From an optimization exercise on the open Yosys and OpenROAD flow, aimed at small area; shortcuts taken in it are not production practice.
In this exercise RTL edits were held to simulation tests only and were not proved equivalent to the original.
Power and IR drop assume default switching activity.

==> 06-12: inputs <==
## traccar_fcb
module traccar_fcb (
    input  wire        clk,
    input  wire        rst,       
    input  wire        bus_en,    
    input  wire        bus_we,    
    input  wire [5:0]  addr,      
    input  wire [31:0] wdata,
    output reg  [31:0] rdata
);
clock: 15.0 ns
lec_check: 0
cap_margin: 20
core_margin: 2
core_utilization: 55
cts_cluster_diameter: 100
cts_cluster_size: 20
place_density: 0.65
slew_margin: 20
standard.sh (not shown) runs the stock make flow with config.mk's settings and CLKGATE_MAP_FILE= SYNTH_SCRIPT=/design/flow/synth_recipe.tcl, a recipe that flattens the netlist after the stock synthesis.
==> flow/flow/run.sh <==
#!/bin/bash
# Layout flow: the standard flow (standard synthesis, floorplan, power
# grid, placement, CTS, routing) with two changes:
#  - the port buffers that placement inserts on every input and output are
#    sky130_fd_sc_hd__buf_1 cells;
#  - clock tree synthesis clusters up to 20 sinks within 100 um per leaf
#    buffer and inserts no dummy loads.
# The whole flow's output goes to flow_standard.log in this folder; each ORFS
# step also writes its own log under orfs/logs/.
set -euo pipefail
export BUFFER_PORTS_ARGS="-buffer_cell sky130_fd_sc_hd__buf_1"
export CTS_ARGS="-sink_clustering_enable -repair_clock_nets -sink_clustering_size 20 -sink_clustering_max_diameter 100 -dont_use_dummy_load"
bash standard.sh > flow_standard.log 2>&1
==> inputs of 10-10, as changes to 06-12 <==
--- a/flow/design.v
+++ b/flow/design.v
@@ -106,99 +106,29 @@
     wire wa_tid  = wr & (addr == A_TID);
     wire wa_off  = wr & (addr == A_OFF);
     wire wa_rsz  = wr & (addr == A_RSZ);
     wire wa_decl = wr & (addr == A_DECL);
     wire wa_vin  = wr & (addr == A_VIN);
     wire wa_vcfg = wr & (addr == A_VCFG);
     wire [79:0] img_var = {t_tid, t_off, t_size};
-    wire [15:0] cr;
-    wire cx80 = img_var[78] ^ img_var[44];
-    wire cx81 = img_var[47] ^ img_var[46];
-    wire cx82 = img_var[33] ^ img_var[32];
-    wire cx83 = img_var[75] ^ img_var[73];
-    wire cx84 = img_var[39] ^ img_var[24];
-    wire cx85 = img_var[77] ^ img_var[65];
-    wire cx86 = img_var[66] ^ img_var[48];
-    wire cx87 = img_var[45] ^ img_var[9];
-    wire cx88 = img_var[10] ^ cx80;
-    wire cx89 = cx85 ^ cx87;
-    wire cx90 = img_var[79] ^ img_var[67];
-    wire cx91 = img_var[29] ^ cx81;
-    wire cx92 = img_var[11] ^ cx90;
-    wire cx93 = img_var[68] ^ img_var[64];
-    wire cx94 = img_var[12] ^ cx93;
-    wire cx95 = img_var[31] ^ cx82;
-    wire cx96 = img_var[34] ^ img_var[16];
-    wire cx97 = img_var[71] ^ img_var[53];
-    wire cx98 = img_var[74] ^ img_var[72];
-    wire cx99 = img_var[56] ^ img_var[54];
-    wire cx100 = img_var[36] ^ img_var[35];
-    wire cx101 = img_var[55] ^ cx83;
-    wire cx102 = img_var[38] ^ img_var[37];
-    wire cx103 = img_var[59] ^ img_var[41];
-    wire cx104 = img_var[22] ^ cx84;
-    wire cx105 = img_var[25] ^ img_var[23];
-    wire cx106 = img_var[60] ^ img_var[43];
-    wire cx107 = img_var[28] ^ cx86;
-    wire cx108 = img_var[26] ^ cx89;
-    wire cx109 = cx88 ^ cx107;
-    wire cx110 = img_var[66] ^ img_var[49];
-    wire cx111 = img_var[45] ^ cx92;
-    wire cx112 = img_var[50] ^ img_var[30];
-    wire cx113 = cx94 ^ cx112;
-    wire cx114 = img_var[69] ^ img_var[65];
-    wire cx115 = img_var[51] ^ img_var[13];
-    wire cx116 = cx91 ^ cx95;
-    wire cx117 = cx115 ^ cx116;
-    wire cx118 = img_var[70] ^ img_var[52];
-    wire cx119 = img_var[14] ^ cx96;
-    wire cx120 = img_var[70] ^ cx97;
-    wire cx121 = img_var[67] ^ img_var[15];
-    wire cx122 = img_var[34] ^ img_var[17];
-    wire cx123 = img_var[71] ^ cx98;
-    wire cx124 = img_var[68] ^ img_var[0];
-    wire cx125 = img_var[18] ^ cx100;
-    wire cx126 = cx99 ^ cx123;
-    wire cx127 = img_var[69] ^ img_var[57];
-    wire cx128 = img_var[56] ^ cx101;
-    wire cx129 = img_var[1] ^ cx127;
-    wire cx130 = img_var[76] ^ img_var[58];
-    wire cx131 = img_var[40] ^ cx130;
-    wire cx132 = img_var[20] ^ cx102;
-    wire cx133 = img_var[77] ^ img_var[21];
-    wire cx134 = img_var[58] ^ cx103;
-    wire cx135 = img_var[19] ^ img_var[3];
-    wire cx136 = img_var[76] ^ img_var[59];
-    wire cx137 = img_var[42] ^ img_var[4];
-    wire cx138 = cx104 ^ cx137;
-    wire cx139 = img_var[79] ^ cx105;
-    wire cx140 = img_var[61] ^ img_var[57];
-    wire cx141 = img_var[5] ^ cx140;
-    wire cx142 = img_var[64] ^ img_var[25];
-    wire cx143 = img_var[62] ^ img_var[6];
-    wire cx144 = img_var[8] ^ cx142;
-    wire cx145 = img_var[63] ^ img_var[27];
-    wire cx146 = img_var[7] ^ cx145;
-    assign cr[4] = img_var[72] ^ img_var[47] ^ img_var[30] ^ img_var[13] ^ cx82 ^ cx86 ^ cx114 ^ cx118 ^ cx119;
-    assign cr[9] = img_var[39] ^ img_var[36] ^ img_var[2] ^ cx83 ^ cx102 ^ cx120 ^ cx133 ^ cx134 ^ cx135;
-    assign cr[8] = img_var[2] ^ cx98 ^ cx118 ^ cx125 ^ cx129 ^ cx131 ^ cx132;
-    assign cr[2] = img_var[62] ^ img_var[32] ^ img_var[28] ^ cx81 ^ cx111 ^ cx113;
-    assign cr[5] = img_var[73] ^ img_var[35] ^ img_var[14] ^ cx95 ^ cx110 ^ cx120 ^ cx121 ^ cx122;
-    assign cr[12] = img_var[74] ^ img_var[26] ^ cx80 ^ cx104 ^ cx131 ^ cx141 ^ cx143 ^ cx144;
-    assign cr[1] = img_var[61] ^ img_var[27] ^ cx88 ^ cx91 ^ cx110 ^ cx111;
-    assign cr[3] = img_var[63] ^ cx94 ^ cx114 ^ cx117;
-    assign cr[15] = img_var[49] ^ img_var[21] ^ img_var[17] ^ img_var[15] ^ img_var[8] ^ img_var[7] ^ img_var[6] ^ img_var[5] ^ img_var[0] ^ cx92 ^ cx97 ^ cx99 ^ cx101 ^ cx103 ^ cx105 ^ cx109 ^ cx113 ^ cx117 ^ cx119 ^ cx135 ^ cx138 ^ cr[8];
-    assign cr[11] = img_var[38] ^ img_var[4] ^ cx84 ^ cx106 ^ cx128 ^ cx133 ^ cx139 ^ cx141;
-    assign cr[0] = img_var[46] ^ cx106 ^ cx108 ^ cx109 ^ cr[15];
-    assign cr[6] = img_var[50] ^ img_var[33] ^ cx96 ^ cx121 ^ cx124 ^ cx125 ^ cx126;
-    assign cr[7] = img_var[51] ^ img_var[37] ^ img_var[19] ^ cx100 ^ cx122 ^ cx124 ^ cx128 ^ cx129;
-    assign cr[14] = img_var[44] ^ img_var[43] ^ img_var[42] ^ cx89 ^ cx136 ^ cx144 ^ cx146 ^ cr[15];
-    assign cr[10] = img_var[78] ^ img_var[60] ^ img_var[3] ^ cx126 ^ cx132 ^ cx136 ^ cx138;
-    assign cr[13] = img_var[75] ^ img_var[24] ^ cx108 ^ cx134 ^ cx139 ^ cx143 ^ cx146;
-    wire [15:0] img_crc = cr ^ 16'h35B8;
+    reg  [15:0] img_crc;
+    integer ci;
+    always @(*) begin
+        img_crc = 16'h0000;
+        img_crc = crc_step(img_crc, 8'h0C);
+        img_crc = crc_step(img_crc, 8'h01);
+        img_crc = crc_step(img_crc, 8'h0D);
+        img_crc = crc_step(img_crc, 8'h00);
+        img_crc = crc_step(img_crc, 8'h00);
+        img_crc = crc_step(img_crc, 8'h00);
+        img_crc = crc_step(img_crc, 8'h0B);
+        img_crc = crc_step(img_crc, 8'h02);
+        for (ci = 0; ci < 10; ci = ci + 1)
+            img_crc = crc_step(img_crc, img_var[79 - 8*ci -: 8]);
+    end
     wire [15:0] crc_cur = crc_virt ? img_crc : crc_acc;
     genvar gi;
     wire [31:0] x_sum;
     wire [16:0] xs_c, xt_c;
     wire [15:0] x_t;
     assign xs_c[0] = 1'b0;
     assign xt_c[0] = 1'b0;
==> flow/run.sh (new file) <==
#!/bin/bash
# synth_recipe.tcl (not shown) runs the flow's synth.tcl, then flattens the netlist and writes it again
# the make line also repeats each setting of config.mk as NAME=value (left out here)
make -C /OpenROAD-flow-scripts/flow DESIGN_CONFIG=/design/flow/config.mk WORK_HOME=/design/flow/orfs CLKGATE_MAP_FILE= SYNTH_SCRIPT=/design/flow/synth_recipe.tcl finish
==> flow/config.mk (replaced) <==
export PLATFORM = sky130hd
export DESIGN_NAME = traccar_fcb
export DESIGN_NICKNAME = traccar_fcb
export VERILOG_FILES = /design/flow/design.v
export SDC_FILE = /design/flow/constraint.sdc
export NUM_CORES = 4
export LEC_CHECK = 0
export CAP_MARGIN = 20
export CORE_MARGIN = 2
export CORE_UTILIZATION = 40
export CTS_CLUSTER_DIAMETER = 100
export CTS_CLUSTER_SIZE = 20
export SLEW_MARGIN = 20
removed: flow/flow/run.sh
removed: flow/standard.sh
==> comparison table <==
Run status: 06-12 complete, no violations; 10-10 complete, no violations
Final critical-path required period: 06-12 13.39 ns; 10-10 13.21 ns
Total length of routed met3 wires: 06-12 23,250 um; 10-10 17,400 um
Number of logic stages on the critical path including buffering: 06-12 31; 10-10 30
Area of the core: 06-12 0.04785 sq mm; 10-10 0.06680 sq mm
Minimum setup slack in the final design: 06-12 1.609 ns; 10-10 1.790 ns
Worst Hold Margin: 06-12 0.4659 ns; 10-10 0.4570 ns
Final net count: 06-12 2,931; 10-10 2,872
Netlist area before placement: 06-12 0.02673 sq mm; 10-10 0.02686 sq mm
Chip height: 06-12 224.4 um; 10-10 263.1 um
Pre-CTS setup slack: 06-12 1.315 ns; 10-10 1.210 ns
Peak fanout along the critical path: 06-12 21; 10-10 20
Non-clock buffer area fraction after layout: 06-12 0.02729; 10-10 0.04288
Global-route wire length before repair: 06-12 175,400 um; 10-10 173,300 um
Multi-input gates: 06-12 1,948; 10-10 1,867
Number of antenna repair diodes: 06-12 5; 10-10 1
Comb. pwr: 06-12 0.197 mW; 10-10 0.206 mW

-- afterwards: timing with drivers on the ports --
Ports are ideal in the flow. The routed layouts listed here were re-timed in OpenROAD. Step 1, drivers: a clkbuf_16 drives clk and a buf_2 each remaining input, both assumed. Step 2 also shifts input and output timing later by t, the mid clock arrival at the registers, as if the neighbouring blocks saw the same clock. Slacks: ideal / step 1 / step 2; pairs: ideal / step 1.
run	t, ns	setup WS [ns]	worst hold slack (ns)
06-12	0.665	1.608 / 1.639 / 0.974	0.466 / 0.466 / 0.466
10-10	0.694	1.790 / 1.832 / 1.138	0.457 / 0.457 / 0.457
After both steps setup and hold are still met in every run listed. For 10-10, which loses most, drivers alone change the setup slack by +0.042 ns; drivers and shift together by -0.652 ns.
